This design comes from an exercise in tuning for small area on the open sky130 flow, not from production work.
The RTL was checked by simulation tests, not by an equivalence proof against the original design.
Power figures rest on the tool's default switching activity, not on a simulated workload.

==> design.v <==
module spi_unit #(
    parameter integer CLKFREQ = 80000000
) (
    input  wire        clk,
    input  wire        rst,          
    input  wire        mb_we,
    input  wire [31:0] mb_wdata,
    output wire [31:0] mb_rdata,
    output wire        sclk,
    output reg         mosi,
    input  wire        miso,
    output wire        mem_we,
    output wire [14:0] mem_addr,
    output wire [7:0]  mem_wdata
);
    localparam [31:0] BUSY = 32'hFFFF_FFFD;
    localparam [26:0] ACC0 = 27'd67108864 - (CLKFREQ / 2);
    reg [31:0] mbn;          
    reg        cpol;
    reg        cpha;
    reg        bitorder;     
    reg [30:0] freq;
    reg        s_wop;        
    reg        s_shift;      
    reg        s_store;      
    reg        s_done;       
    reg [1:0]  kd;           
    reg [4:0]  pos;          
    reg [4:0]  rem;          
    reg        phase;        
    reg [26:0] z;            
    wire [31:0] mb   = ~mbn;
    wire        busy = s_shift | s_store | s_done;
    wire        s_cmd = ~(s_wop | busy);
    assign mb_rdata  = busy ? BUSY : mb;
    assign sclk      = cpol ^ phase;
    assign mem_we    = s_store;
    assign mem_addr  = mb[14:0];
    assign mem_wdata = mb[31:24];
    wire       fn_ok  = (mb[7:4] == 4'd0) & (~mb[3] | (mb[2:0] == 3'd0));    
    wire [3:0] fn     = mb[3:0];
    wire       cmd    = s_cmd & mb[31] & fn_ok;
    wire       rsv    = s_cmd & mb[31] & ~fn_ok;    
    wire       f_rd   = (fn == 4'd1) | (fn == 4'd3);
    wire       f_mode = (fn == 4'd5);
    wire       f_bits = (fn == 4'd6);
    wire       f_get  = fn[3];
    wire       f_opr  = ~f_rd & ~f_mode & ~f_bits & ~f_get;    
    wire       opnd   = s_wop & ~mb[31];                        
    wire [4:0] nm1;
    wire [5:0] nb;
    assign nb[0] = 1'b1;
    genvar gi;
    generate
        for (gi = 0; gi < 5; gi = gi + 1) begin : g_nm1
            assign nm1[gi]    = mb[8 + gi] ^ nb[gi];
            assign nb[gi + 1] = nb[gi] & ~mb[8 + gi];
        end
    endgenerate
    wire        tick = z[26];
    wire [25:0] y;                        
    wire [26:0] yc;
    assign yc[9]  = 1'b0;
    assign y[8:0] = z[8:0];
    generate
        for (gi = 9; gi < 26; gi = gi + 1) begin : g_cor
            wire kb = tick & ACC0[gi];
            assign y[gi]      = z[gi] ^ kb ^ yc[gi];
            assign yc[gi + 1] = (z[gi] & kb) | (z[gi] & yc[gi]) | (kb & yc[gi]);
        end
    endgenerate
    wire [26:0] z_nxt;                    
    wire [26:0] sc;
    assign sc[0] = 1'b0;
    generate
        for (gi = 0; gi < 26; gi = gi + 1) begin : g_add
            wire fb = (gi < 25) ? freq[gi] : 1'b0;
            assign z_nxt[gi]  = y[gi] ^ fb ^ sc[gi];
            assign sc[gi + 1] = (y[gi] & fb) | (y[gi] & sc[gi]) | (fb & sc[gi]);
        end
    endgenerate
    assign z_nxt[26] = sc[26];
    wire start = (cmd & f_rd) | (opnd & ~kd[0]);
    always @(posedge clk) begin
        if ((s_cmd | s_wop) & ~start)
            z <= {1'b1, 26'd0};
        else if (!s_store)
            z <= z_nxt;
    end
    wire lead  = s_shift & tick & ~phase;
    wire trail = s_shift & tick & phase;
    wire reads = kd[0] | kd[1];
    wire samp  = reads & (cpha ? trail : lead);
    wire last  = (rem == 5'd0);
    wire [4:0] pos_adv;
    wire [5:0] pt;
    assign pt[0] = 1'b1;
    generate
        for (gi = 0; gi < 5; gi = gi + 1) begin : g_pos
            assign pos_adv[gi] = pos[gi] ^ pt[gi];
            assign pt[gi + 1]  = pt[gi] & (pos[gi] ^ bitorder);
        end
    endgenerate
    wire [4:0] rem_dec;
    wire [5:0] rb;
    assign rb[0] = 1'b1;
    generate
        for (gi = 0; gi < 5; gi = gi + 1) begin : g_rem
            assign rem_dec[gi] = rem[gi] ^ rb[gi];
            assign rb[gi + 1]  = rb[gi] & ~rem[gi];
        end
    endgenerate
    wire [3:0] pd_lo = {pos[1:0] == 2'd3, pos[1:0] == 2'd2, pos[1:0] == 2'd1, pos[1:0] == 2'd0};
    wire [7:0] pd_hi = {pos[4:2] == 3'd7, pos[4:2] == 3'd6, pos[4:2] == 3'd5, pos[4:2] == 3'd4,
                        pos[4:2] == 3'd3, pos[4:2] == 3'd2, pos[4:2] == 3'd1, pos[4:2] == 3'd0}
                       & {8{samp}};
    wire [31:0] wr;
    generate
        for (gi = 0; gi < 32; gi = gi + 1) begin : g_wr
            assign wr[gi] = pd_hi[gi / 4] & pd_lo[gi % 4];
        end
    endgenerate
    wire [8:0] cnt     = mb[23:15];
    wire       cnt_z   = (cnt[7:0] == 8'd0);
    wire       cnt_end = cnt[8] & cnt_z;
    wire [23:0] st_val;
    wire [15:0] ac;
    assign ac[0] = 1'b1;
    generate
        for (gi = 0; gi < 15; gi = gi + 1) begin : g_inc
            assign st_val[gi] = mb[gi] ^ ac[gi];
            assign ac[gi + 1] = mb[gi] & ac[gi];
        end
    endgenerate
    assign st_val[23:15] = {cnt[7:0], cnt[8] ^ cnt[4] ^ cnt_z};
    wire set_all = rsv | (cmd & (f_mode | f_bits)) | (opnd & (kd == 2'b11))
                 | (s_done & ~kd[0]);
    wire set_hi  = set_all | (cmd & f_opr);
    wire ld_all  = cmd & (f_rd | f_get);
    wire ld_0    = cmd & ~f_mode & ~f_bits;
    wire cclr    = opnd & (kd == 2'b10);
    wire [30:0] fget = freq & {31{f_get}};
    wire [31:0] mbn_d;
    generate
        for (gi = 0; gi < 32; gi = gi + 1) begin : g_mb
            wire set = (gi == 0) ? set_all : set_hi;
            wire ld  = (gi == 0) ? ld_0 : ld_all;
            wire ldv = (gi < 31) ? fget[gi] : 1'b0;
            wire stv = (gi < 24) ? st_val[gi] : 1'b0;
            wire st  = (gi < 24) ? s_store : 1'b0;
            wire clr = (gi >= 15 && gi < 24) ? cclr : 1'b0;
            assign mbn_d[gi] = mb_we  ? ~mb_wdata[gi] :    
                               set    ? 1'b0 :
                               ld     ? ~ldv :
                               wr[gi] ? ~miso :
                               st     ? ~stv :
                               clr    ? 1'b1 : mbn[gi];
        end
    endgenerate
    always @(posedge clk) begin
        if (rst)
            mbn <= 32'd0;                         
        else
            mbn <= mbn_d;
    end
    always @(posedge clk) begin
        if (rst) begin
            cpol     <= 1'b0;
            cpha     <= 1'b0;
            bitorder <= 1'b0;
            freq     <= 31'd0;
            phase    <= 1'b0;
            mosi     <= 1'b0;
            s_wop    <= 1'b0;
            s_shift  <= 1'b0;
            s_store  <= 1'b0;
            s_done   <= 1'b0;
        end else if (s_cmd) begin
            kd  <= {mb[2], mb[0]};
            rem <= mb[2] ? 5'd7 : nm1;
            pos <= bitorder ? (mb[2] ? 5'd31 : nm1) : {mb[2], mb[2], 3'b000};
            if (cmd) begin
                if (f_rd) begin
                    if (mb[12:8] == 5'd0)
                        s_done <= 1'b1;
                    else
                        s_shift <= 1'b1;
                end
                if (f_mode) begin
                    cpha <= mb[8];
                    cpol <= mb[9];
                end
                if (f_bits)
                    bitorder <= mb[10];
                if (f_opr)
                    s_wop <= 1'b1;
            end
        end else if (s_wop) begin
            if (~mb[31]) begin
                s_wop <= 1'b0;
                if (kd == 2'b11) begin
                    freq <= mb[30:0];
                end else if (kd == 2'b10) begin
                    s_shift <= 1'b1;
                end else if (rem == 5'd31) begin
                    s_done <= 1'b1;       
                end else begin
                    s_shift <= 1'b1;
                    if (!cpha) begin
                        mosi <= mb[pos];
                        pos  <= pos_adv;
                    end
                end
            end
        end else if (s_shift) begin
            if (tick) begin
                phase <= ~phase;
                if (!phase) begin
                    if (!reads && cpha)
                        mosi <= mb[pos];
                end else begin
                    pos <= pos_adv;
                    rem <= rem_dec;
                    if (!reads && !cpha && !last)
                        mosi <= mb[pos];
                    if (last) begin
                        s_shift <= 1'b0;
                        if (kd[1])
                            s_store <= 1'b1;
                        else
                            s_done <= 1'b1;
                    end
                end
            end
        end else if (s_store) begin
            s_store <= 1'b0;
            if (cnt_end) begin
                s_done <= 1'b1;
            end else begin
                s_shift <= 1'b1;
                pos     <= bitorder ? 5'd31 : 5'd24;
                rem     <= 5'd7;
            end
        end else begin
            s_done <= 1'b0;
        end
    end
endmodule
==> flow/run.sh <==
#!/bin/bash
# Standard ORFS layout, with the port buffers made from the smallest buffer cell
# and a clock tree of clkbuf_8 without dummy loads.
set -euo pipefail
bash standard.sh \
  BUFFER_PORTS_ARGS="-buffer_cell sky130_fd_sc_hd__buf_1" \
  CTS_ARGS="-sink_clustering_enable -repair_clock_nets -buf_list sky130_fd_sc_hd__clkbuf_8 -dont_use_dummy_load" \
  finish > standard_flow.log 2>&1
==> standard.sh <==
#!/bin/bash
# synth_recipe.tcl (not shown) runs the flow's synth.tcl, then flattens the netlist and writes it again
# the make line also repeats each setting of config.mk as NAME=value (left out here)
make -C /OpenROAD-flow-scripts/flow DESIGN_CONFIG=/design/flow/config.mk WORK_HOME=/design/flow/orfs CLKGATE_MAP_FILE= SYNTH_SCRIPT=/design/flow/synth_recipe.tcl "${@:-finish}"
==> config.mk <==
export PLATFORM = sky130hd
export DESIGN_NAME = spi_unit
export DESIGN_NICKNAME = spi_unit
export VERILOG_FILES = /design/flow/design.v
export SDC_FILE = /design/flow/constraint.sdc
export NUM_CORES = 4
export LEC_CHECK = 0
export CAP_MARGIN = 20
export CORE_MARGIN = 2
export CORE_UTILIZATION = 40
export SLEW_MARGIN = 20
==> constraint.sdc <==
create_clock -name core_clock -period 10.0 [get_ports {clk}]
set_input_delay 2.0000 -clock core_clock [delete_from_list [all_inputs] [get_ports {clk}]]
set_output_delay 2.0000 -clock core_clock [all_outputs]
set_load 0.01 [all_outputs]
==> impl_metrics.tcl, run 1 <==
set metrics [dict create \
    crit_path_start_kind "flip-flop" \
    clkLatencyLatePin_ns 0.40 \
    globalRouteTotalUtil_pct 23.2 \
    synth_commonest_cells "114 x nand2_1, 100 x a21oi_1, 99 x dfxtp_1" \
    drtPass1Iterations 5 \
    yosysWarnings 1 \
    max_freq_mhz 106 \
    hpwl_mm 16.1 \
    worst-r2r-setup-slack_ns 0.53 \
    hold_path_depth 2 \
    run_status "finished clean" \
    fin_crit_sh_pct 94.7 \
    fill_cells 1924 \
    instances_no_fill 1217 \
    viasPerCell 5.73 \
    cp.arrival_ns 9.74 \
    post_route_cells_drive_above_1_share_pct 4.98 \
    power_frac_comb_pct 43.8 \
    numPlacedInstances 1207 \
    yosys_register_bits 111 \
    ff2ff_path_depth 30 \
    synthesis.area_um2 7630 \
    vias 6968 \
    synth.most_common_cell "nand2_1" \
    grt_pass1_vias 6446 \
    worstSetupPathType "flip-flop to flip-flop" \
    post_cts_buffers 0 \
    numCtsBuffers 9 \
    yosysTopAreaCellShare_pct 26.0 \
    wl_per_cell_um 18.8 \
    ios 94 \
    clkTransAtPathRegs_ns 0.11 \
    crit_top_cell "fa_1" \
    grt_start_max_net_pins 69 \
    slew_headroom_pct 24.7 \
    switching_share_pct 44.5 \
    worstPathMaxFanout 3 \
    worstHoldStart "freq[9]$_SDFFE_PP0P_" \
    r2r-end "z[25]$_SDFFE_PP0N_" \
    dieArea_um2 20200 \
    die_w_um 142 \
    clockRootBuffer "clkbuf_8" \
    rsz0062_at_grt "false" \
    fin_area_um2 8180 \
    port_buffers 93 \
    dp_slack_ns 0.514 \
    clkPwrFrac_pct 15.3 \
    power_switching_mw 0.688 \
    ys_types 69 \
    postSynthAreaPerCell_um2 8.11 \
    pwr-share-seq_pct 40.9 \
    tightest_slew_ns 1.12 \
    routabilityCongestion 0.876 \
    ys_seq_area_share_pct 30.7 \
    utilization_pct 43.7 \
    synth_edf_count 12 \
    hold_ws_ns 0.479 \
    synthTopCellsByArea "dfxtp_1 26%, fa_1 8.4%, a21oi_1 6.6%" \
    clock_sinks 111 \
    r2r-start "freq[0]$_SDFFE_PP0P_" \
    antenna_found_initial 0 \
    syn-num-nets 1042 \
    syn_inst 941 \
    min_to "freq[9]$_SDFFE_PP0P_" \
    ant_nets 0 \
    required_ns 10.27 \
    synth_area_leader_cell "dfxtp_1" \
    core_area_um2 18700 \
    p_leak_nw 2.99 \
    p_per_area_nw_per_um2 189 \
    fin_tns_setup_ns 0 \
    hold_viol_final 0 \
    cp_slowest_cell "fa_1" \
    dpl_cell_area_um2 8040 \
    nets 1086 \
    finClkSkew_ns 0.0261 \
    setup_violations 0 \
    cts_tree "yes" \
    synthFlopType "dfxtp_1" \
    holdCritPathClass "flip-flop to flip-flop" \
    std_cell_rows 50 \
    fin_total_pwr_mw 1.54 \
    max_stage_delay_ns 0.44 \
    ir_drop_v 0.0000823 \
    synthArstFlopShare_pct 0 \
    drc 0 \
    slew_violations 0 \
    die-height_um 142 \
    grt_pass1_wl_mm 36.1 \
    routed_wl_mm 22.9 \
    diodes 0 \
    clk_path_buf_depth 2 \
    htree_levels 3 \
    start_util_pct 40.8 \
    cp-end-kind "flip-flop" \
    setup_slack_ns 0.528 \
    layout_min_cycle_time_ns 9.47 \
    area_delta_synth_final_pct 7.11 \
    first_iter_violations 611 \
    p_int_mw 0.857 \
    grt_overflow_total 0 \
    postCtsResizedCells 0 \
    cts-hold-fix-buffers 0 \
    maxCapViolCount 0 \
]
==> cell families (layout without fill, tap and decap cells) <==
logic type | Yosys count | count (layout) | share of synthesized area [%]
DFF | 111 | 111 | 30.7
adders and majority gates | 65 | 65 | 13.8
AOI/OAI and AO/OA | 226 | 226 | 18.7
muxes | 41 | 41 | 6.36
buffers and inverters | 154 | 196 | 8.28
xor gates and xnor gates | 12 | 12 | 1.38
and+or+nand+nor | 332 | 332 | 20.8
==> area by class of cell <==
cell class	count	area [um^2]	share of cell area, %
Clock buffer	9	124	1.52
Inverter	84	315	3.86
Multi-Input combinational cell	676	4670	57.1
Sequential cell	111	2340	28.7
Tap cell	234	293	3.58
Timing Repair Buffer	103	430	5.26
==> worst max-delay path by stage <==
stage / startpoint / end / slack, ns / cells after the start
after floorplan: freq[0]$_SDFFE_PP0P_ / z[25]$_SDFFE_PP0N_ / 0.91 / 30
after global placement: freq[0]$_SDFFE_PP0P_ / z[25]$_SDFFE_PP0N_ / 0.62 / 30
after detailed placement: freq[0]$_SDFFE_PP0P_ / z[25]$_SDFFE_PP0N_ / 0.51 / 30
after CTS: z[0]$_SDFFE_PP0N_ / z[25]$_SDFFE_PP0N_ / 0.48 / 30
after global routing: freq[0]$_SDFFE_PP0P_ / z[25]$_SDFFE_PP0N_ / 0.002 / 30
final: freq[0]$_SDFFE_PP0P_ / z[25]$_SDFFE_PP0N_ / 0.53 / 30
==> critical path, delay by kind of cell, from the launching register on <==
kind	cells	cell delay, ns
buffers and inverters	2	0.12
DFF	1	0.36
muxes	1	0.12
adders and majority gates	26	8.71
and+or+nand+nor	1	0.05
==> power groups by stage <==
stage               Sequential, mW  Clock [mW]  Combinational [mW]
finish                       0.632       0.236               0.677
global route                 0.643       0.253               0.775
CTS                          0.628       0.238               0.680
detailed placement           0.639           0               0.674
global placement             0.638           0               0.667
floorplan                    0.559           0               0.553
==> layout by cell type (no fill, tap or decap), types with 12 or more instances in the layout <==
master / count
nand2b_1: 21
fa_1: 32
nor3_1: 30
a211oi_1: 15
ha_1: 33
nor2b_1: 22
inv_1: 84
edfxtp_1: 12
o21ai_0: 36
mux2i_1: 35
a21oi_1: 100
a31oi_1: 17
dfxtp_1: 98
nand3_1: 16
buf_1: 91
nand2_1: 114
nor2_1: 92
==> flip-flops by register name, indices dropped and copies added, names as in the netlist, 2 cells and up <==
register  cells
mbn          32
kd            2
rem           5
pos           5
z            27
freq         31
==> routing by layer <==
metal  global-route usage [%]  wire (um)
met1                     34.0      10600
met2                     34.5       9900
met3                     3.20       1860
met4                     8.84        602
met5                        0          0
==> run 2: changes to the inputs <==
==> flow/run.sh (replaced) <==
#!/bin/bash
# Own layout flow: the standard flow, with three changes.
#  1. After the standard synthesis, the combinational logic is mapped again
#     by ABC with an area-oriented script (flow/resyn.abc). Flip-flops, adder
#     cells and tie cells stay exactly as the standard synthesis made them.
#  2. The port buffers use the smallest buffer cell.
#  3. The clock tree uses clkbuf_8 and no dummy loads.
# Each tool writes its full output to a log file in this folder.
set -euo pipefail
here=$(pwd)
res=$here/orfs/results/${FLOW_PLATFORM}/spi_unit/base
lib=$FLOW_HOME/platforms/${FLOW_PLATFORM}/lib/sky130_fd_sc_hd__tt_025C_1v80.lib
yosys=${YOSYS_EXE:-$FLOW_HOME/../tools/install/yosys/bin/yosys}
knobs=(
  BUFFER_PORTS_ARGS="-buffer_cell sky130_fd_sc_hd__buf_1"
  CTS_ARGS="-sink_clustering_enable -repair_clock_nets -buf_list sky130_fd_sc_hd__clkbuf_8 -dont_use_dummy_load"
)

# 1. standard synthesis
bash standard.sh "${knobs[@]}" "$res/1_2_yosys.v" > synth_flow.log 2>&1

# 2. remap the combinational logic
python3 flow/cellfunc.py "$lib" cellfunc_map.v > cellfunc.log 2>&1
cp "$res/1_2_yosys.v" standard_1_2_yosys.v
cat > resyn.ys <<EOT
read_liberty -lib $lib
read_verilog standard_1_2_yosys.v
hierarchy -check -top $FLOW_TOP
techmap -map cellfunc_map.v
opt -purge
techmap
opt -fast
abc -liberty $lib -script $here/flow/resyn.abc -dont_use *lpflow* -dont_use *probe*
opt_clean -purge
hilomap -singleton -hicell sky130_fd_sc_hd__conb_1 HI -locell sky130_fd_sc_hd__conb_1 LO
splitnets
opt_clean -purge
stat -liberty $lib
write_verilog -noattr -noexpr -nohex -nodec resyn_1_2_yosys.v
EOT
"$yosys" -s resyn.ys > resyn.log 2>&1
cp resyn_1_2_yosys.v "$res/1_2_yosys.v"

# 3. the rest of the standard flow
bash standard.sh "${knobs[@]}" finish > standard_flow.log 2>&1
==> flow/cellfunc.py (new file) <==
#!/usr/bin/env python3
"""Write a Yosys techmap file that turns the platform's single-output
combinational cells back into logic (adders, tie cells and all cells with
state are left alone). usage: cellfunc.py LIB OUT"""
import re, sys
txt = open(sys.argv[1]).read()
out = []
for c in re.split(r'\n\s*cell\s*\(\s*"?', txt)[1:]:
    name = re.match(r'(\w+)', c).group(1)
    if re.search(r'\bff\s*\(|\blatch\s*\(|statetable', c):
        continue
    if re.search(r'__(fa|ha|fah|fahcin|fahcon|conb|tap\w*|decap|fill|diode|probe\w*|lpflow\w*)_', name + '_'):
        continue
    ins, outs = [], []
    for p, body in re.findall(r'\n\s*pin\s*\(\s*"?(\w+)"?\s*\)\s*\{(.*?)\n\s{8}\}', c, re.S):
        d = re.search(r'direction\s*:\s*"?(\w+)', body)
        if not d:
            continue
        if d.group(1) == 'input':
            ins.append(p)
        elif d.group(1) == 'output':
            f = re.search(r'function\s*:\s*"([^"]*)"', body)
            if f:
                outs.append((p, f.group(1)))
    if len(outs) != 1 or not ins:
        continue
    p, f = outs[0]
    f = f.replace('!', '~').replace('*', '&').replace('+', '|')
    f = re.sub(r'(\w|\))\s+(?=[\w(~])', r'\1&', f)
    out.append('module %s(%s);\n%s  output %s;\n  assign %s = %s;\nendmodule\n' % (
        name, ', '.join(ins + [p]), ''.join('  input %s;\n' % i for i in ins), p, p, f))
open(sys.argv[2], 'w').write(''.join(out))
==> flow/resyn.abc (new file) <==
strash
balance -l
resub -K 6 -l
rewrite -l
resub -K 6 -N 2 -l
refactor -l
resub -K 8 -l
balance -l
resub -K 8 -N 2 -l
rewrite -l
resub -K 10 -l
rewrite -z -l
resub -K 10 -N 2 -l
balance -l
resub -K 12 -l
refactor -z -l
resub -K 12 -N 2 -l
rewrite -z -l
balance -l
dch -f
map -a
topo
==> impl_metrics.tcl, run 2 <==
set metrics [dict create \
    instances_no_fill 1225 \
    final_cell_mix "170 x nor2_1, 132 x clkinv_1, 99 x dfxtp_1, 93 x buf_1, 84 x a21oi_1" \
    utilization_pct 46.1 \
    crit_top_cell "fa_1" \
    max_freq_mhz 106 \
    cts_tree "yes" \
    hold_path_depth 1 \
    cp_slowest_cell "fa_1" \
    dieArea_um2 18300 \
    r2r-start "freq[0]$_SDFFE_PP0P_" \
    finClkSkew_ns 0.0246 \
    globalRouteTotalUtil_pct 25.9 \
    startpoint "freq[0]$_SDFFE_PP0P_" \
    yosysWarnings 1 \
    p_leak_nw 2.70 \
    p_int_mw 0.755 \
    ff2ff_path_depth 30 \
    hold_ws_ns 0.466 \
    drc 0 \
    layout_min_cycle_time_ns 9.47 \
    wl_per_cell_um 18.8 \
    rsz0062_at_grt "false" \
    ant_nets 0 \
    cts-hold-fix-buffers 0 \
    worstPathMaxFanout 3 \
    postSynthAreaPerCell_um2 7.68 \
    start_util_pct 41.2 \
    grt_pass1_vias 6324 \
    numPlacedInstances 1216 \
    max_stage_delay_ns 0.43 \
    ios 94 \
    grt_pass1_wl_mm 36.1 \
    worstHoldStart "mbn[26]$_SDFFE_PP0P_" \
    std_cell_rows 47 \
    clkPwrFrac_pct 17.7 \
    syn-num-nets 996 \
    pwr-share-seq_pct 43.3 \
    numCtsBuffers 9 \
    antenna_found_initial 0 \
    hold_viol_final 0 \
    ir_drop_v 0.0000696 \
    switching_share_pct 42.0 \
    fin_crit_sh_pct 94.7 \
    crit_path_start_kind "flip-flop" \
    regMostFlops "mbn" \
    grt_overflow_total 0 \
    grt_start_max_net_pins 45 \
    routabilityCongestion 0.938 \
    drtPass1Iterations 5 \
    core_area_um2 16700 \
    nets 1108 \
    vias 6921 \
    reg_top3 "mbn: 32 flops, freq: 31 flops, z: 27 flops" \
    worstSetupPathType "flip-flop to flip-flop" \
    fin_area_um2 7700 \
    post_cts_buffers 0 \
    syn_inst 895 \
    slew_violations 0 \
    tightest_slew_ns 0.948 \
    area_delta_synth_final_pct 12.0 \
    grtUsageMet3_pct 3.53 \
    holdCritPathClass "flip-flop to flip-flop" \
    power_frac_comb_pct 39.0 \
    required_ns 10.28 \
    grtUsageMet1_pct 37.7 \
    fin_tns_setup_ns 0 \
    die-height_um 135 \
    clkLatencyLatePin_ns 0.40 \
    post_route_cells_drive_above_1_share_pct 2.29 \
    die_w_um 135 \
    dpl_cell_area_um2 7570 \
    diodes 0 \
    run_status "finished clean" \
    power_switching_mw 0.547 \
    hpwl_mm 17.0 \
    cp.arrival_ns 9.74 \
    first_iter_violations 704 \
    port_buffers 93 \
    mostFrequentLayoutCell "nor2_1" \
    synthesis.area_um2 6880 \
    htree_levels 3 \
    viasPerCell 5.65 \
    routed_wl_mm 23.1 \
    clk_path_buf_depth 2 \
    largest_reg_flops 32 \
    setup_violations 0 \
    clock_sinks 111 \
    busiest_layer "met2" \
    p_per_area_nw_per_um2 169 \
    clkTransAtPathRegs_ns 0.10 \
    clockRootBuffer "clkbuf_8" \
    slew_headroom_pct 36.4 \
    gr-usage-met2_pct 39.6 \
    cp-end-kind "flip-flop" \
    postCtsResizedCells 0 \
    maxCapViolCount 0 \
]
## run 2: worst max-delay path, delay by kind of cell (launching register included)
kind                     cells  cell delay [ns]
AND/OR/NAND/NOR              2             0.14
flip-flops                   1             0.36
adder cells (fa/ha/maj)     26             8.70
buffers and inverters        2             0.14
## run 2: layer usage
metal	vias up	wire length, um
met3	37	1590
met2	286	10100
met5	-	0
li1	3332	-
met4	0	606
met1	3266	10800
## run 2: layout make-up
cell class,instances,area [um^2]
clock buffers,9,124
well taps,220,275
multi-input cells,652,4050
repair buffers,101,409
inverters,132,495
flip-flops and latches,111,2340
fillers,1765,9000
## run 2: worst paths after layout
path	to	slack, ns
min reg2reg	freq[26]$_SDFFE_PP0P_	0.47
max reg2reg	z[25]$_SDFFE_PP0N_	0.53
min	freq[26]$_SDFFE_PP0P_	0.47
max	z[25]$_SDFFE_PP0N_	0.53
## run 2: power groups by stage
stage          clock, mW  sequential [mW]  combinational [mW]
2_1_floorplan          0            0.548               0.349
3_3_place_gp           0            0.573               0.503
3_5_place_dp           0            0.573               0.506
4_1_cts            0.235            0.563               0.508
5_1_grt            0.251            0.571               0.571
6_report           0.231            0.564               0.508
## run 2: stage by stage
stage,power (mW),setup slack (ns)
floorplan,0.897,0.891
global placement,1.08,0.542
detailed placement,1.08,0.416
CTS,1.31,0.398
global route,1.39,0.0407
finish,1.30,0.535
==> run 3: changes to the inputs <==
--- a/design.v
+++ b/design.v
@@ -113,7 +113,7 @@
     wire [3:0] pd_lo = {pos[1:0] == 2'd3, pos[1:0] == 2'd2, pos[1:0] == 2'd1, pos[1:0] == 2'd0};
     wire [7:0] pd_hi = {pos[4:2] == 3'd7, pos[4:2] == 3'd6, pos[4:2] == 3'd5, pos[4:2] == 3'd4,
                         pos[4:2] == 3'd3, pos[4:2] == 3'd2, pos[4:2] == 3'd1, pos[4:2] == 3'd0}
-                       & {8{samp}};
+                       & {8{samp & miso}};
     wire [31:0] wr;
     generate
         for (gi = 0; gi < 32; gi = gi + 1) begin : g_wr
@@ -146,14 +146,13 @@
             wire set = (gi == 0) ? set_all : set_hi;
             wire ld  = (gi == 0) ? ld_0 : ld_all;
             wire ldv = (gi < 31) ? fget[gi] : 1'b0;
-            wire stv = (gi < 24) ? st_val[gi] : 1'b0;
-            wire st  = (gi < 24) ? s_store : 1'b0;
-            wire clr = (gi >= 15 && gi < 24) ? cclr : 1'b0;
+            wire stv = (gi < 24) ? st_val[gi] : 1'b0;    
+            wire clr = (gi >= 15) ? cclr : 1'b0;
             assign mbn_d[gi] = mb_we  ? ~mb_wdata[gi] :    
                                set    ? 1'b0 :
+                               wr[gi] ? 1'b0 :
                                ld     ? ~ldv :
-                               wr[gi] ? ~miso :
-                               st     ? ~stv :
+                               s_store ? ~stv :
                                clr    ? 1'b1 : mbn[gi];
         end
     endgenerate
==> impl_metrics.tcl, run 3 <==
set metrics [dict create \
    routed_wl_mm 20.5 \
    htree_levels 3 \
    required_ns 10.29 \
    regMostFlops "mbn" \
    cp.arrival_ns 9.69 \
    yosysWarnings 1 \
    fin_tns_setup_ns 0 \
    postSynthAreaPerCell_um2 7.94 \
    core_area_um2 15800 \
    vias 6301 \
    hold_viol_final 0 \
    max_stage_delay_ns 0.43 \
    area_delta_synth_final_pct 12.6 \
    first_iter_violations 500 \
    maxCapViolCount 0 \
    crit_path_start_kind "flip-flop" \
    rsz0062_at_grt "false" \
    holdCritPathClass "flip-flop to flip-flop" \
    drc 0 \
    setup_slack_ns 0.596 \
    mostFrequentLayoutCell "nor2_1" \
    dieArea_um2 17200 \
    worstSetupPathType "flip-flop to flip-flop" \
    nets 1029 \
    clk_path_buf_depth 2 \
    routabilityCongestion 0.888 \
    die-height_um 131 \
    tightest_slew_ns 0.754 \
    antenna_found_initial 0 \
    reg_top3 "mbn: 32 flops, freq: 31 flops, z: 27 flops" \
    viasPerCell 5.52 \
    diodes 0 \
    regArea_um2 2340 \
    post_route_cells_drive_above_1_share_pct 3.46 \
    clkTransAtPathRegs_ns 0.11 \
    fin_total_pwr_mw 1.08 \
    die_w_um 131 \
    grt_pass1_vias 5972 \
    fill_cells 1654 \
    grt_start_max_net_pins 64 \
    hpwl_mm 14.9 \
    post_cts_buffers 0 \
    clockRootBuffer "clkbuf_8" \
    syn_inst 816 \
    crit_top_cell "fa_1" \
    cp_slowest_cell "fa_1" \
    critPathTopFamily "adder cells" \
    setup_violations 0 \
    layout_min_cycle_time_ns 9.40 \
    p_per_area_nw_per_um2 149 \
    run_status "finished clean" \
    synthesis.area_um2 6480 \
    grt_pass1_wl_mm 32.9 \
    grt_overflow_total 0 \
    cts-hold-fix-buffers 0 \
    p_leak_nw 2.60 \
    finClkSkew_ns 0.0231 \
    dp_slack_ns 0.511 \
    cp-end-kind "flip-flop" \
    worstPathMaxFanout 3 \
    std_cell_rows 46 \
    max_freq_mhz 106 \
    syn-num-nets 917 \
    wl_per_cell_um 18.0 \
    slew_violations 0 \
    numCtsBuffers 9 \
    clock_sinks 111 \
    ant_nets 0 \
    start_util_pct 40.9 \
    worst-path-buf-inv 2 \
    cts_tree "yes" \
    clkLatencyLatePin_ns 0.39 \
    slew_headroom_pct 49.4 \
    multi_input_area_um2 3700 \
    hold_ws_ns 0.495 \
    fin_crit_sh_pct 94.0 \
    globalRouteTotalUtil_pct 24.0 \
    final_cell_mix "129 x nor2_1, 118 x clkinv_1, 99 x dfxtp_1, 93 x buf_1, 83 x nand2_1" \
    ir_drop_v 0.0000618 \
    drtPass1Iterations 5 \
    largest_reg_flops 32 \
    port_buffers 93 \
    ios 94 \
    postCtsResizedCells 0 \
]
run 3: stage by stage:
step	utilization, %	instance area [um^2]	instances
2_1_floorplan	-	6480	816
5_1_grt	46.1	7290	1142
3_5_place_dp	45.3	7170	1133
3_3_place_gp	45.3	7170	1133
6_report	46.1	7290	1142
4_1_cts	46.1	7290	1142
run 3: final timing paths:
| path | from | endpoint | slack [ns] | cells past startpoint |
|---|---|---|---|---|
| worst min-delay path | mbn[25]$_SDFFE_PP0P_ | freq[25]$_SDFFE_PP0P_ | 0.49 | 1 |
| worst max register to register | freq[0]$_SDFFE_PP0P_ | z[25]$_SDFFE_PP0N_ | 0.60 | 30 |
| worst min register to register | mbn[25]$_SDFFE_PP0P_ | freq[25]$_SDFFE_PP0P_ | 0.49 | 1 |
| worst max-delay path | freq[0]$_SDFFE_PP0P_ | z[25]$_SDFFE_PP0N_ | 0.60 | 30 |
run 3: final cells by class:
cell class                      instances  share of cell area (%)
Tap cell                              216                    3.71
Inverter                              118                    6.07
Multi-Input combinational cell        587                    50.8
Timing Repair Buffer                  101                    5.61
Clock buffer                            9                    1.70
Sequential cell                       111                    32.1
run 3: worst reg2reg max path, delay by kind of cell, from the launching register on:
family / cells / cell delay (ns)
buf+inv: 2 / 0.14
fa+ha+maj: 26 / 8.64
simple gates: 2 / 0.14
flops: 1 / 0.37
run 3: layer usage:
| metal | part of all wire [%] | up-vias | GRT usage [%] |
|---|---|---|---|
| li1 | - | 3065 | - |
| met1 | 45 | 2954 | 32.9 |
| met2 | 45 | 249 | 38.4 |
| met3 | 7.1 | 33 | 3.40 |
| met4 | 2.6 | 0 | 9.12 |
| met5 | 0 | - | 0 |
run 3: power by group:
part / total (mW) / internal, mW / switching [mW]
registers: 0.532 / 0.486 / 0.0461
clock network: 0.229 / 0.0815 / 0.148
logic: 0.322 / 0.111 / 0.211
==> run 4: changes to the inputs <==
--- a/flow/resyn.abc
+++ b/flow/resyn.abc
@@ -18,5 +18,5 @@
 rewrite -z -l
 balance -l
 dch -f
-map -a
+amap -m
 topo
==> impl_metrics.tcl, run 4 <==
set metrics [dict create \
    run_status "finished clean" \
    postSynthAreaPerCell_um2 8.41 \
    reg_top3 "mbn: 32 flops, freq: 31 flops, z: 27 flops" \
    instances_no_fill 1086 \
    ios 94 \
    globalRouteTotalUtil_pct 25.6 \
    grt_pass1_vias 5903 \
    post_route_cells_drive_above_1_share_pct 2.64 \
    worstSetupPathType "flip-flop to flip-flop" \
    max_freq_mhz 104 \
    slew_headroom_pct 32.5 \
    regMostFlops "mbn" \
    clkLatencyLatePin_ns 0.40 \
    r2r-start "freq[0]$_SDFFE_PP0P_" \
    first_iter_violations 414 \
    syn_inst 761 \
    max_stage_delay_ns 0.44 \
    vias 6228 \
    clock_sinks 111 \
    core_area_um2 15800 \
    tightest_slew_ns 1.01 \
    numCtsBuffers 9 \
    rsz0062_at_grt "false" \
    std_cell_rows 46 \
    numPlacedInstances 1077 \
    holdCritPathClass "flip-flop to flip-flop" \
    finClkSkew_ns 0.0221 \
    ff2ff_path_depth 30 \
    worstPathMaxFanout 3 \
    ir_drop_v 0.0000942 \
    dieArea_um2 17000 \
    final_cell_mix "121 x nor2_1, 99 x clkinv_1, 99 x dfxtp_1, 92 x buf_1, 64 x nor3_1" \
    routabilityCongestion 0.888 \
    routed_wl_mm 21.2 \
    hold_path_depth 2 \
    mostFrequentLayoutCell "nor2_1" \
    die-height_um 130 \
    crit_top_cell "fa_1" \
    hpwl_mm 15.3 \
    r2r-end "z[25]$_SDFFE_PP0N_" \
    die_w_um 130 \
    maxCapViolCount 0 \
    postCtsResizedCells 0 \
    p_leak_nw 2.48 \
    drtPass1Iterations 5 \
    hold_viol_final 0 \
    setup_violations 0 \
    fin_crit_sh_pct 95.7 \
    cp.arrival_ns 9.85 \
    start_util_pct 40.6 \
    synthesis.area_um2 6400 \
    drc 0 \
    port_buffers 93 \
    htree_levels 3 \
    wl_per_cell_um 19.5 \
    clk_path_buf_depth 2 \
    worst-r2r-setup-slack_ns 0.43 \
    cts_tree "yes" \
    ant_nets 0 \
    cp-end-kind "flip-flop" \
    grt_start_max_net_pins 53 \
    post_cts_buffers 0 \
    area_delta_synth_final_pct 12.7 \
    yosysWarnings 1 \
    diodes 0 \
    syn-num-nets 862 \
    cp_slowest_cell "fa_1" \
    grt_overflow_total 0 \
    antenna_found_initial 0 \
    clkTransAtPathRegs_ns 0.11 \
    worstHoldStart "freq[30]$_SDFFE_PP0P_" \
    fin_tns_setup_ns 0 \
    required_ns 10.27 \
    slew_violations 0 \
    viasPerCell 5.73 \
    min_to "freq[30]$_SDFFE_PP0P_" \
    layout_min_cycle_time_ns 9.57 \
    clockRootBuffer "clkbuf_8" \
    largest_reg_flops 32 \
    nets 973 \
    cts-hold-fix-buffers 0 \
    grt_pass1_wl_mm 32.9 \
    p_per_area_nw_per_um2 151 \
    crit_path_start_kind "flip-flop" \
]
==> run 4: how the worst max path moves through the flow <==
stage,startpoint,endpoint,cells after the start,slack (ns)
2_1_floorplan,freq[0]$_SDFFE_PP0P_,z[25]$_SDFFE_PP0N_,30,0.82
4_1_cts,freq[0]$_SDFFE_PP0P_,z[25]$_SDFFE_PP0N_,30,0.25
3_3_place_gp,freq[0]$_SDFFE_PP0P_,z[25]$_SDFFE_PP0N_,30,0.39
5_1_grt,freq[0]$_SDFFE_PP0P_,z[25]$_SDFFE_PP0N_,30,0.05
6_report,freq[0]$_SDFFE_PP0P_,z[25]$_SDFFE_PP0N_,30,0.43
3_5_place_dp,freq[0]$_SDFFE_PP0P_,z[25]$_SDFFE_PP0N_,30,0.38
==> run 4: metal layers <==
| layer | wire (um) | GRT usage, % |
|---|---|---|
| met5 | 0 | 0 |
| met2 | 9410 | 40.5 |
| met3 | 1620 | 4.85 |
| met1 | 9560 | 35.4 |
| met4 | 570 | 8.82 |
==> run 4: metrics by stage <==
step	setup slack (ns)	power, mW	hold slack [ns]	area [um^2]	util [%]
global route	0.0536	1.15	0.499	7210	45.7
CTS	0.248	1.09	0.479	7200	45.7
floorplan	0.821	0.740	0.432	6400	-
global placement	0.386	0.860	0.451	7080	44.9
detailed placement	0.377	0.864	0.463	7080	44.9
finish	0.427	1.09	0.474	7210	45.7
==> run 4: worst max-delay path: cells and delay by family, from the launching register on <==
kind | cells | cell delay (ns)
compound gates | 1 | 0.10
fa+ha+maj | 26 | 8.79
buf+inv | 2 | 0.15
flops | 1 | 0.36
simple gates | 1 | 0.05
==> run 4: final cells by class <==
| cell class | count | area (um^2) |
|---|---|---|
| Clock buffer | 9 | 124 |
| Fill cell | 1648 | 8560 |
| Inverter | 99 | 372 |
| Multi-Input combinational cell | 551 | 3700 |
| Sequential cell | 111 | 2340 |
| Tap cell | 216 | 270 |
| Timing Repair Buffer | 100 | 403 |
==> run 4: power by group <==
group          total (mW)  leakage, nW  internal (mW)  switching, mW
Sequential          0.528        0.911          0.487         0.0411
Clock               0.231       0.0647         0.0815          0.149
Combinational       0.328         1.50          0.111          0.217
==> run 5: changes to the inputs <==
--- a/flow/run.sh
+++ b/flow/run.sh
@@ -1,8 +1,9 @@
 #!/bin/bash
 # Own layout flow: the standard flow, with three changes.
 #  1. After the standard synthesis, the combinational logic is mapped again
-#     by ABC with an area-oriented script (flow/resyn.abc). Flip-flops, adder
-#     cells and tie cells stay exactly as the standard synthesis made them.
+#     by ABC with an area-oriented script (flow/resyn.abc). Flip-flops, full
+#     adder cells and tie cells stay exactly as the standard synthesis made
+#     them; half adders become plain logic again.
 #  2. The port buffers use the smallest buffer cell.
 #  3. The clock tree uses clkbuf_8 and no dummy loads.
 # Each tool writes its full output to a log file in this folder.
==> flow/cellfunc.py (replaced) <==
#!/usr/bin/env python3
"""Write a Yosys techmap file that turns the platform's combinational cells
back into logic (full adders, tie cells and all cells with state are left
alone). usage: cellfunc.py LIB OUT [KEEP_REGEX]"""
import re, sys
txt = open(sys.argv[1]).read()
out = []
for c in re.split(r'\n\s*cell\s*\(\s*"?', txt)[1:]:
    name = re.match(r'(\w+)', c).group(1)
    if re.search(r'\bff\s*\(|\blatch\s*\(|statetable', c):
        continue
    keep = sys.argv[3] if len(sys.argv) > 3 else r'fa|fah|fahcin|fahcon'
    if re.search(r'__(' + keep + r'|conb|tap\w*|decap|fill|diode|probe\w*|lpflow\w*)_', name + '_'):
        continue
    ins, outs = [], []
    for p, body in re.findall(r'\n\s*pin\s*\(\s*"?(\w+)"?\s*\)\s*\{(.*?)\n\s{8}\}', c, re.S):
        d = re.search(r'direction\s*:\s*"?(\w+)', body)
        if not d:
            continue
        if d.group(1) == 'input':
            ins.append(p)
        elif d.group(1) == 'output':
            f = re.search(r'function\s*:\s*"([^"]*)"', body)
            if f:
                outs.append((p, f.group(1)))
    if not outs or not ins:
        continue
    body = ''
    for p, f in outs:
        f = f.replace('!', '~').replace('*', '&').replace('+', '|')
        f = re.sub(r'(\w|\))\s+(?=[\w(~])', r'\1&', f)
        body += '  output %s;\n  assign %s = %s;\n' % (p, p, f)
    out.append('module %s(%s);\n%s%sendmodule\n' % (
        name, ', '.join(ins + [p for p, _ in outs]), ''.join('  input %s;\n' % i for i in ins), body))
open(sys.argv[2], 'w').write(''.join(out))
==> impl_metrics.tcl, run 5 <==
set metrics [dict create \
    run_status "finished clean" \
    max_freq_mhz 106 \
    cp-end-kind "flip-flop" \
    fin_crit_sh_pct 94.4 \
    clkLatencyLatePin_ns 0.40 \
    power_frac_comb_pct 26.9 \
    final_cell_mix "142 x nor2_1, 109 x clkinv_1, 99 x dfxtp_1, 92 x buf_1, 69 x nor3_1" \
    cp.arrival_ns 9.72 \
    routabilityCongestion 0.885 \
    grt_start_max_net_pins 66 \
    ir_drop_v 0.0000626 \
    p_leak_nw 2.22 \
    p_int_mw 0.653 \
    grt_overflow_total 0 \
    ant_nets 0 \
    worstSetupPathType "flip-flop to flip-flop" \
    worstPathMaxFanout 3 \
    synthesis.area_um2 6270 \
    crit_path_start_kind "flip-flop" \
    slew_violations 0 \
    setup_violations 0 \
    dieArea_um2 16700 \
    viasPerCell 5.79 \
    largest_reg_flops 32 \
    maxCapViolCount 0 \
    grt_pass1_vias 5906 \
    globalRouteTotalUtil_pct 26.4 \
    diodes 0 \
    die_w_um 129 \
    clkTransAtPathRegs_ns 0.11 \
    syn_inst 778 \
    start_util_pct 41.1 \
    port_buffers 93 \
    antenna_found_initial 0 \
    hold_viol_final 0 \
    clkPwrFrac_pct 22.4 \
    postSynthAreaPerCell_um2 8.06 \
    clk_path_buf_depth 2 \
    fin_total_pwr_mw 1.02 \
    post_route_cells_drive_above_1_share_pct 2.59 \
    ios 94 \
    nets 958 \
    grt_pass1_wl_mm 33.5 \
    fin_tns_setup_ns 0 \
    crit_top_cell "fa_1" \
    hpwl_mm 14.8 \
    clockRootBuffer "clkbuf_8" \
    worst-path-buf-inv 2 \
    p_per_area_nw_per_um2 144 \
    regMostFlops "mbn" \
    clock_sinks 111 \
    pwr-share-seq_pct 50.8 \
    max_stage_delay_ns 0.44 \
    reg_top3 "mbn: 32 flops, freq: 31 flops, z: 27 flops" \
    drtPass1Iterations 5 \
    critPathTopFamily "adder cells" \
    numCtsBuffers 9 \
    switching_share_pct 36.1 \
    die-height_um 129 \
    layout_min_cycle_time_ns 9.44 \
    std_cell_rows 45 \
    syn-num-nets 846 \
    vias 6364 \
    post_cts_buffers 0 \
    cts-hold-fix-buffers 0 \
    first_iter_violations 653 \
    finClkSkew_ns 0.0272 \
    required_ns 10.27 \
    htree_levels 3 \
    area_delta_synth_final_pct 13.3 \
    core_area_um2 15300 \
    slew_headroom_pct 31.7 \
    cts_tree "yes" \
    holdCritPathClass "flip-flop to flip-flop" \
    yosysWarnings 1 \
    drc 0 \
    routed_wl_mm 21.2 \
    mostFrequentLayoutCell "nor2_1" \
    tightest_slew_ns 1.03 \
    wl_per_cell_um 19.3 \
    utilization_pct 46.5 \
    cp_slowest_cell "fa_1" \
    rsz0062_at_grt "false" \
    power_switching_mw 0.368 \
]
[run 5: path summary, 6_finish.rpt]
path | startpoint | endpoint | depth (start not counted) | slack (ns)
setup / recovery | freq[0]$_SDFFE_PP0P_ | z[25]$_SDFFE_PP0N_ | 31 | 0.56
setup reg to reg | freq[0]$_SDFFE_PP0P_ | z[25]$_SDFFE_PP0N_ | 31 | 0.56
hold reg to reg | freq[27]$_SDFFE_PP0P_ | freq[27]$_SDFFE_PP0P_ | 2 | 0.47
hold / removal | freq[27]$_SDFFE_PP0P_ | freq[27]$_SDFFE_PP0P_ | 2 | 0.47
[run 5: power by group through the flow]
stage	logic, mW	registers (mW)	clock network [mW]
after floorplan	0.182	0.515	0
after global placement	0.271	0.527	0
after detailed placement	0.272	0.527	0
after CTS	0.273	0.517	0.235
after global routing	0.309	0.523	0.251
final	0.275	0.518	0.228
[run 5: final cells by class]
class                   count  area [um^2]
flip-flops and latches    111         2340
fillers                  1617         8160
inverters                 110          413
well taps                 211          264
repair buffers            101          418
clock buffers               9          124
multi-input cells         557         3540
[run 5: metal layers]
layer | track usage [%] | vias to the layer above | routed length [um]
met2 | 38.7 | 290 | 9130
met5 | 0 | - | 0
met4 | 10.5 | 0 | 561
met1 | 37.5 | 2996 | 9800
met3 | 6.07 | 33 | 1740
li1 | - | 3045 | -
[run 5: tightest hold or removal path, delay by kind of cell (launching register included)]
family / cells / cell delay [ns]
AO/OA/AOI/OAI: 1 / 0.06
buffers and inverters: 1 / 0.05
flip-flops: 1 / 0.31
[run 5: through the flow]
| step | setup WS [ns] | area, um^2 | cells | hold slack [ns] |
|---|---|---|---|---|
| global route | 0.0375 | 7100 | 1099 | 0.491 |
| CTS | 0.368 | 7100 | 1099 | 0.467 |
| floorplan | 0.732 | 6270 | 778 | 0.429 |
| detailed placement | 0.427 | 6970 | 1090 | 0.447 |
| global placement | 0.475 | 6960 | 1089 | 0.444 |
| finish | 0.557 | 7100 | 1099 | 0.469 |
[run 5: what timing repair did]
item / in CTS / in global routing
resized for setup: 0 / 2
endpoints found under the hold margin: 0 / 0
endpoints found under the setup margin: 0 / 1
==> run 6: changes to the inputs <==
==> flow/run.sh (replaced) <==
#!/bin/bash
# Own layout flow: the standard flow, with three changes.
#  1. After the standard synthesis, the combinational logic is mapped again
#     by ABC for area. Flip-flops, tie cells and (in one variant) adder cells
#     stay exactly as the standard synthesis made them. Each ABC script in
#     flow/resyn*.abc is tried, with and without keeping the half adders, and
#     the smallest netlist is kept.
#  2. The port buffers use the smallest buffer cell.
#  3. The clock tree uses clkbuf_8 and no dummy loads.
# Each tool writes its full output to a log file in this folder.
set -euo pipefail
here=$(pwd)
res=$here/orfs/results/${FLOW_PLATFORM}/spi_unit/base
lib=$FLOW_HOME/platforms/${FLOW_PLATFORM}/lib/sky130_fd_sc_hd__tt_025C_1v80.lib
yosys=${YOSYS_EXE:-$FLOW_HOME/../tools/install/yosys/bin/yosys}
knobs=(
  BUFFER_PORTS_ARGS="-buffer_cell sky130_fd_sc_hd__buf_1"
  CTS_ARGS="-sink_clustering_enable -repair_clock_nets -buf_list sky130_fd_sc_hd__clkbuf_8 -dont_use_dummy_load"
)

# 1. standard synthesis
bash standard.sh "${knobs[@]}" "$res/1_2_yosys.v" > synth_flow.log 2>&1
cp "$res/1_2_yosys.v" standard_1_2_yosys.v

# 2. remap the combinational logic, keep the smallest result
python3 flow/cellfunc.py "$lib" map_fa.v 'fa|fah|fahcin|fahcon' > cellfunc.log 2>&1
python3 flow/cellfunc.py "$lib" map_faha.v 'fa|ha|fah|fahcin|fahcon' >> cellfunc.log 2>&1
best=""
best_area=""
for map in fa faha; do
  for abc in flow/resyn*.abc; do
    tag=${map}_$(basename "$abc" .abc)
    cat > "resyn_$tag.ys" <<EOT
read_liberty -lib $lib
read_verilog standard_1_2_yosys.v
hierarchy -check -top $FLOW_TOP
techmap -map map_$map.v
opt -purge
techmap
opt -fast
abc -liberty $lib -script $here/$abc -dont_use *lpflow* -dont_use *probe*
opt_clean -purge
hilomap -singleton -hicell sky130_fd_sc_hd__conb_1 HI -locell sky130_fd_sc_hd__conb_1 LO
splitnets
opt_clean -purge
stat -liberty $lib
write_verilog -noattr -noexpr -nohex -nodec resyn_$tag.v
EOT
    if "$yosys" -s "resyn_$tag.ys" > "resyn_$tag.log" 2>&1; then
      area=$(sed -n "s/.*Chip area for module .*: \([0-9.]*\).*/\1/p" "resyn_$tag.log" | tail -1)
      echo "$tag $area" >> resyn_areas.txt
      if [[ -n "$area" ]] && { [[ -z "$best_area" ]] || awk "BEGIN{exit !($area < $best_area)}"; }; then
        best=$tag
        best_area=$area
      fi
    fi
  done
done
echo "kept $best $best_area" >> resyn_areas.txt
cp "resyn_$best.v" "$res/1_2_yosys.v"

# 3. the rest of the standard flow
bash standard.sh "${knobs[@]}" finish > standard_flow.log 2>&1
==> flow/resyn1.abc (new file) <==
strash
balance -l
resub -K 6 -l
rewrite -l
resub -K 6 -N 2 -l
refactor -l
resub -K 8 -l
balance -l
resub -K 8 -N 2 -l
rewrite -l
resub -K 10 -l
rewrite -z -l
resub -K 10 -N 2 -l
balance -l
resub -K 12 -l
refactor -z -l
resub -K 12 -N 2 -l
rewrite -z -l
balance -l
dch -f
amap -m
topo
==> flow/resyn2.abc (new file) <==
strash
balance -l
resub -K 6 -l
rewrite -l
resub -K 6 -N 2 -l
refactor -l
resub -K 8 -l
balance -l
resub -K 8 -N 2 -l
rewrite -l
resub -K 10 -l
rewrite -z -l
resub -K 10 -N 2 -l
balance -l
resub -K 12 -l
refactor -z -l
resub -K 12 -N 2 -l
rewrite -z -l
balance -l
dch -f
amap
topo
==> flow/resyn3.abc (new file) <==
strash
&get -n
&fraig -x
&put
scorr
dc2
strash
balance -l
resub -K 6 -l
rewrite -l
resub -K 6 -N 2 -l
refactor -l
resub -K 8 -l
balance -l
resub -K 8 -N 2 -l
rewrite -l
resub -K 10 -l
rewrite -z -l
resub -K 10 -N 2 -l
balance -l
resub -K 12 -l
refactor -z -l
resub -K 12 -N 2 -l
rewrite -z -l
balance -l
dch -f
amap
topo
==> flow/resyn4.abc (new file) <==
strash
balance -l
resub -K 6 -l
rewrite -l
resub -K 6 -N 2 -l
refactor -l
resub -K 8 -l
balance -l
resub -K 8 -N 2 -l
rewrite -l
resub -K 10 -l
rewrite -z -l
resub -K 10 -N 2 -l
balance -l
resub -K 12 -l
refactor -z -l
resub -K 12 -N 2 -l
rewrite -z -l
balance -l
dch -f
map -a
topo
==> flow/resyn5.abc (new file) <==
strash
balance -l
resub -K 6 -l
rewrite -l
resub -K 6 -N 2 -l
refactor -l
resub -K 8 -l
balance -l
resub -K 8 -N 2 -l
rewrite -l
resub -K 10 -l
rewrite -z -l
resub -K 10 -N 2 -l
balance -l
resub -K 12 -l
refactor -z -l
resub -K 12 -N 2 -l
rewrite -z -l
balance -l
balance -l
resub -K 6 -l
rewrite -l
resub -K 6 -N 2 -l
refactor -l
resub -K 8 -l
balance -l
resub -K 8 -N 2 -l
rewrite -l
resub -K 10 -l
rewrite -z -l
resub -K 10 -N 2 -l
balance -l
resub -K 12 -l
refactor -z -l
resub -K 12 -N 2 -l
rewrite -z -l
balance -l
dch -f
amap
topo
removed: flow/resyn.abc
==> impl_metrics.tcl, run 6 <==
set metrics [dict create \
    antenna_found_initial 0 \
    area_delta_synth_final_pct 13.7 \
    post_cts_buffers 0 \
    tightest_slew_ns 0.929 \
    regMostFlops "mbn" \
    reg_top3 "mbn: 32 flops, freq: 31 flops, z: 27 flops" \
    max_stage_delay_ns 0.45 \
    wl_per_cell_um 19.7 \
    clkTransAtPathRegs_ns 0.09 \
    fin_crit_sh_pct 95.1 \
    routed_wl_mm 20.4 \
    grt_overflow_total 0 \
    std_cell_rows 45 \
    mostFrequentLayoutCell "clkinv_1" \
    diodes 0 \
    viasPerCell 5.83 \
    hold_viol_final 0 \
    globalRouteTotalUtil_pct 25.6 \
    port_buffers 93 \
    syn_inst 730 \
    fin_tns_setup_ns 0 \
    grt_start_max_net_pins 48 \
    ir_drop_v 0.000170 \
    cp-end-kind "flip-flop" \
    largest_reg_flops 32 \
    layout_min_cycle_time_ns 9.51 \
    maxCapViolCount 0 \
    numCtsBuffers 9 \
    startpoint "freq[0]$_SDFFE_PP0P_" \
    routabilityCongestion 0.909 \
    crit_top_cell "fa_1" \
    postSynthAreaPerCell_um2 8.35 \
    die-height_um 127 \
    synthesis.area_um2 6090 \
    post_route_cells_drive_above_1_share_pct 3.67 \
    ant_nets 0 \
    finClkSkew_ns 0.0185 \
    final_cell_mix "109 x clkinv_1, 106 x nor2_1, 99 x dfxtp_1, 92 x buf_1, 68 x nand2_1" \
    setup_violations 0 \
    cp_slowest_cell "fa_1" \
    grt_pass1_wl_mm 32.1 \
    drtPass1Iterations 5 \
    first_iter_violations 443 \
    p_leak_nw 2.21 \
    ios 94 \
    r2r-start "freq[0]$_SDFFE_PP0P_" \
    grt_pass1_vias 5610 \
    worstSetupPathType "flip-flop to flip-flop" \
    max_freq_mhz 105 \
    htree_levels 3 \
    cts_tree "yes" \
    hold_ws_ns 0.466 \
    rsz0062_at_grt "false" \
    syn-num-nets 798 \
    hpwl_mm 14.5 \
    clk_path_buf_depth 2 \
    crit_path_start_kind "flip-flop" \
    clock_sinks 111 \
    drc 0 \
    worstHoldStart "freq[29]$_SDFFE_PP0P_" \
    slew_headroom_pct 37.9 \
    start_util_pct 40.5 \
    clkLatencyLatePin_ns 0.40 \
    run_status "finished clean" \
    dieArea_um2 16200 \
    clockRootBuffer "clkbuf_8" \
    slew_violations 0 \
    yosysWarnings 1 \
    vias 6021 \
    required_ns 10.28 \
    holdCritPathClass "flip-flop to flip-flop" \
    nets 915 \
    worstPathMaxFanout 4 \
    core_area_um2 15000 \
    die_w_um 127 \
    p_per_area_nw_per_um2 257 \
    cp.arrival_ns 9.79 \
]
-- run 6: critical path, delay by kind of cell, from the launching register on --
family | cells | cell delay [ns]
compound gates | 3 | 0.29
fa+ha+maj | 24 | 8.35
buf+inv | 3 | 0.25
flops | 1 | 0.32
simple gates | 2 | 0.18
-- run 6: area by class of cell --
cell class	instances	area [um^2]
Clock buffer	9	124
Fill cell	1521	8110
Inverter	109	409
Multi-Input combinational cell	510	3370
Sequential cell	111	2340
Tap cell	188	235
Timing Repair Buffer	106	448
-- run 6: worst paths after layout --
check / to / slack [ns] / cells past startpoint
max: z[25]$_SDFFE_PP0N_ / 0.49 / 32
min: freq[29]$_SDFFE_PP0P_ / 0.47 / 2
max reg2reg: z[25]$_SDFFE_PP0N_ / 0.49 / 32
min reg2reg: freq[29]$_SDFFE_PP0P_ / 0.47 / 2
-- run 6: repair_timing --
| item | in CTS | in global routing |
|---|---|---|
| resized for setup | 0 | 6 |
| hold buffers | 0 | 0 |
| endpoints found under the setup margin | 0 | 2 |
| endpoints found under the hold margin | 0 | 0 |
-- run 6: power by group --
group          switching [mW]  internal, mW  leakage (nW)  total (mW)
logic                   0.602         0.294          1.23       0.896
clock network           0.147        0.0814        0.0647       0.228
registers               0.108         0.550         0.915       0.657
total                   0.856         0.925          2.21        1.78
-- run 6: through the flow --
step                      instances  utilization [%]  setup slack [ns]  total power, mW  area, um^2
after floorplan                 730                -             0.790             1.22        6090
after global placement         1023             45.1             0.400             1.55        6780
after detailed placement       1023             45.1             0.380             1.55        6780
after CTS                      1032             45.9             0.296             1.77        6900
after global routing           1033             46.1            0.0177             1.92        6930
final                          1033             46.1             0.488             1.78        6930
-- run 6: per-layer routing --
layer  part of all wire [%]  track usage (%)  wire [um]  vias to the layer above
met5                      0                0          0                        -
met4                    2.0             8.02        404                        0
met3                    6.9             6.53       1400                       21
met2                     45             38.4       9140                      227
met1                     46             36.3       9410                     2864
li1                       -                -          -                     2909
==> run 7: changes to the inputs <==
==> flow/resyn6.abc (new file) <==
strash
&get -n
&fraig -x
&put
scorr
dc2
strash
balance -l
resub -K 6 -l
rewrite -l
resub -K 6 -N 2 -l
refactor -l
resub -K 8 -l
balance -l
resub -K 8 -N 2 -l
rewrite -l
resub -K 10 -l
rewrite -z -l
resub -K 10 -N 2 -l
balance -l
resub -K 12 -l
refactor -z -l
resub -K 12 -N 2 -l
rewrite -z -l
balance -l
dch -f
amap
strash
dch -f
amap
topo
==> flow/resyn7.abc (new file) <==
strash
&get -n
&fraig -x
&put
scorr
dc2
strash
balance -l
resub -K 6 -l
rewrite -l
resub -K 6 -N 2 -l
refactor -l
resub -K 8 -l
balance -l
resub -K 8 -N 2 -l
rewrite -l
resub -K 10 -l
rewrite -z -l
resub -K 10 -N 2 -l
balance -l
resub -K 12 -l
refactor -z -l
resub -K 12 -N 2 -l
rewrite -z -l
balance -l
dch -f
amap -m
topo
==> flow/resyn8.abc (new file) <==
strash
&get -n
&fraig -x
&put
scorr
dc2
strash
balance -l
resub -K 6 -l
rewrite -l
resub -K 6 -N 2 -l
refactor -l
resub -K 8 -l
balance -l
resub -K 8 -N 2 -l
rewrite -l
resub -K 10 -l
rewrite -z -l
resub -K 10 -N 2 -l
balance -l
resub -K 12 -l
refactor -z -l
resub -K 12 -N 2 -l
rewrite -z -l
balance -l
dc2
dch -f
amap
topo
==> flow/resyn9.abc (new file) <==
strash
&get -n
&fraig -x
&put
scorr
dc2
strash
balance -l
resub -K 6 -l
rewrite -l
resub -K 6 -N 2 -l
refactor -l
resub -K 8 -l
balance -l
resub -K 8 -N 2 -l
rewrite -l
resub -K 10 -l
rewrite -z -l
resub -K 10 -N 2 -l
balance -l
resub -K 12 -l
refactor -z -l
resub -K 12 -N 2 -l
rewrite -z -l
balance -l
&get -n
&dch -f
&nf -R 1000
&put
--- a/config.mk
+++ b/config.mk
@@ -7,5 +7,5 @@
 export LEC_CHECK = 0
 export CAP_MARGIN = 20
 export CORE_MARGIN = 2
-export CORE_UTILIZATION = 40
+export CORE_UTILIZATION = 60
 export SLEW_MARGIN = 20
==> impl_metrics.tcl, run 7 <==
set metrics [dict create \
    finClkSkew_ns 0.0259 \
    final_cell_mix "122 x nor2_1, 105 x clkinv_1, 99 x dfxtp_1, 92 x buf_1, 68 x nand2_1" \
    port_buffers 93 \
    max_freq_mhz 104 \
    clkLatencyLatePin_ns 0.40 \
    tightest_slew_ns 0.912 \
    clk_path_buf_depth 2 \
    grt_start_max_net_pins 44 \
    power_frac_comb_pct 50.2 \
    dieArea_um2 11000 \
    numCtsBuffers 9 \
    max_stage_delay_ns 0.44 \
    area_delta_synth_final_pct 11.8 \
    grt_pass1_wl_mm 31.0 \
    ant_nets 0 \
    mostFrequentLayoutCell "nor2_1" \
    clkTransAtPathRegs_ns 0.09 \
    cts_tree "yes" \
    wl_per_cell_um 19.8 \
    syn-num-nets 807 \
    worstPathMaxFanout 3 \
    fin_tns_setup_ns 0 \
    post_route_cells_drive_above_1_share_pct 2.95 \
    syn_inst 739 \
    worstHoldStart "mbn[25]$_SDFFE_PP0P_" \
    postSynthAreaPerCell_um2 8.23 \
    drc 0 \
    required_ns 10.27 \
    start_util_pct 62.0 \
    core_area_um2 9820 \
    grt_pass1_vias 6108 \
    first_iter_violations 658 \
    switching_share_pct 48.3 \
    ir_drop_v 0.000184 \
    routabilityCongestion 0.936 \
    viasPerCell 6.41 \
    clkPwrFrac_pct 12.6 \
    crit_top_cell "fa_1" \
    routed_wl_mm 19.4 \
    multi_input_area_um2 3370 \
    cp_slowest_cell "fa_1" \
    cp.arrival_ns 9.85 \
    worstSetupPathType "flip-flop to flip-flop" \
    crit_path_start_kind "flip-flop" \
    rsz0062_at_grt "false" \
    ios 94 \
    cp-end-kind "flip-flop" \
    largest_reg_flops 32 \
    hold_viol_final 0 \
    htree_levels 3 \
    yosysWarnings 1 \
    utilization_pct 69.2 \
    startpoint "freq[0]$_SDFFE_PP0P_" \
    p_leak_nw 2.19 \
    clockRootBuffer "clkbuf_8" \
    vias 6292 \
    slew_violations 0 \
    regArea_um2 2340 \
    layout_min_cycle_time_ns 9.59 \
    diodes 0 \
    slew_headroom_pct 39.1 \
    nets 918 \
    regMostFlops "mbn" \
    p_per_area_nw_per_um2 262 \
    instances_no_fill 981 \
    pwr-share-seq_pct 37.2 \
    drtPass1Iterations 5 \
    numPlacedInstances 972 \
    fin_crit_sh_pct 95.9 \
    clock_sinks 111 \
    std_cell_rows 36 \
    setup_slack_ns 0.413 \
    reg_top3 "mbn: 32 flops, freq: 31 flops, z: 27 flops" \
    holdCritPathClass "flip-flop to flip-flop" \
    hold_ws_ns 0.468 \
    dpl_cell_area_um2 6660 \
    grt_overflow_total 0 \
    fin_area_um2 6800 \
    r2r-start "freq[0]$_SDFFE_PP0P_" \
    run_status "finished clean" \
    setup_violations 0 \
    die-height_um 105 \
    antenna_found_initial 0 \
    fill_cells 875 \
    globalRouteTotalUtil_pct 36.1 \
    power_switching_mw 0.859 \
    maxCapViolCount 0 \
    fin_total_pwr_mw 1.78 \
    dp_slack_ns 0.273 \
    p_int_mw 0.919 \
    hpwl_mm 14.0 \
    post_cts_buffers 0 \
    die_w_um 105 \
    synthesis.area_um2 6080 \
]
run 7: final cells by class:
cell class                      count  share of cell area, %
Clock buffer                        9                   1.82
Inverter                          106                   5.85
Multi-Input combinational cell    522                   49.5
Tap cell                          133                   2.45
Sequential cell                   111                   34.4
Timing Repair Buffer              100                   5.93
run 7: power by group through the flow:
stage | clock network [mW] | logic [mW] | registers (mW)
floorplan | 0 | 0.588 | 0.642
global placement | 0 | 0.843 | 0.662
detailed placement | 0 | 0.872 | 0.665
CTS | 0.225 | 0.877 | 0.655
global route | 0.240 | 0.980 | 0.670
finish | 0.225 | 0.893 | 0.661
run 7: worst paths after layout:
path / to / cells past startpoint / slack [ns]
max: z[25]$_SDFFE_PP0N_ / 31 / 0.41
max reg2reg: z[25]$_SDFFE_PP0N_ / 31 / 0.41
min: freq[25]$_SDFFE_PP0P_ / 1 / 0.47
min reg2reg: freq[25]$_SDFFE_PP0P_ / 1 / 0.47
run 7: worst max-delay path: cells and delay by family (launching register included):
kind,cells,cell delay [ns]
compound gates,1,0.20
fa+ha+maj,24,8.35
buf+inv,2,0.18
flops,1,0.35
simple gates,4,0.36
run 7: what timing repair did:
action | CTS | global route
hold buffers | 0 | 0
gates resized for setup | 0 | 5
setup endpoints to repair | 0 | 3
hold endpoints to repair | 0 | 0
run 7: routing by layer:
layer	wire length, um	up-vias	global-route usage, %
met5	0	-	0
met2	8640	378	55.9
li1	-	2896	-
met3	1980	63	9.23
met1	8070	2955	48.0
met4	741	0	15.7

-- afterwards: timing with drivers on the ports --
The results above use ideal ports. As a check the final layouts listed here were re-extracted and re-timed, cells and wires unchanged.
Step 1, drivers: a clkbuf_16 drives clk and a buf_2 each remaining input, both assumed.
Step 2 also shifts input and output timing later by t, the mid clock arrival at the registers, as if the neighbouring blocks saw the same clock.
Slacks: no drivers / after step 1 / after step 2; pairs: no drivers / after step 1.
run	shift t [ns]	slack for setup (ns)	worst register clock-pin slew, ns	worst data-port slew with drivers (ns)	cell pins on the clock port's net
run 1	0.427	0.528 / 0.528 / 0.528	0.11 / 0.11	0.04	1
run 2	0.432	0.535 / 0.535 / 0.535	0.11 / 0.11	0.04	1
run 3	0.420	0.596 / 0.596 / 0.596	0.11 / 0.11	0.04	1
run 4	0.421	0.427 / 0.427 / 0.427	0.11 / 0.11	0.04	1
run 5	0.421	0.557 / 0.557 / 0.557	0.11 / 0.11	0.04	1
run 6	0.428	0.488 / 0.488 / 0.488	0.11 / 0.11	0.04	1
run 7	0.427	0.413 / 0.413 / 0.413	0.11 / 0.11	0.04	1
After both steps every run listed still meets setup and hold.
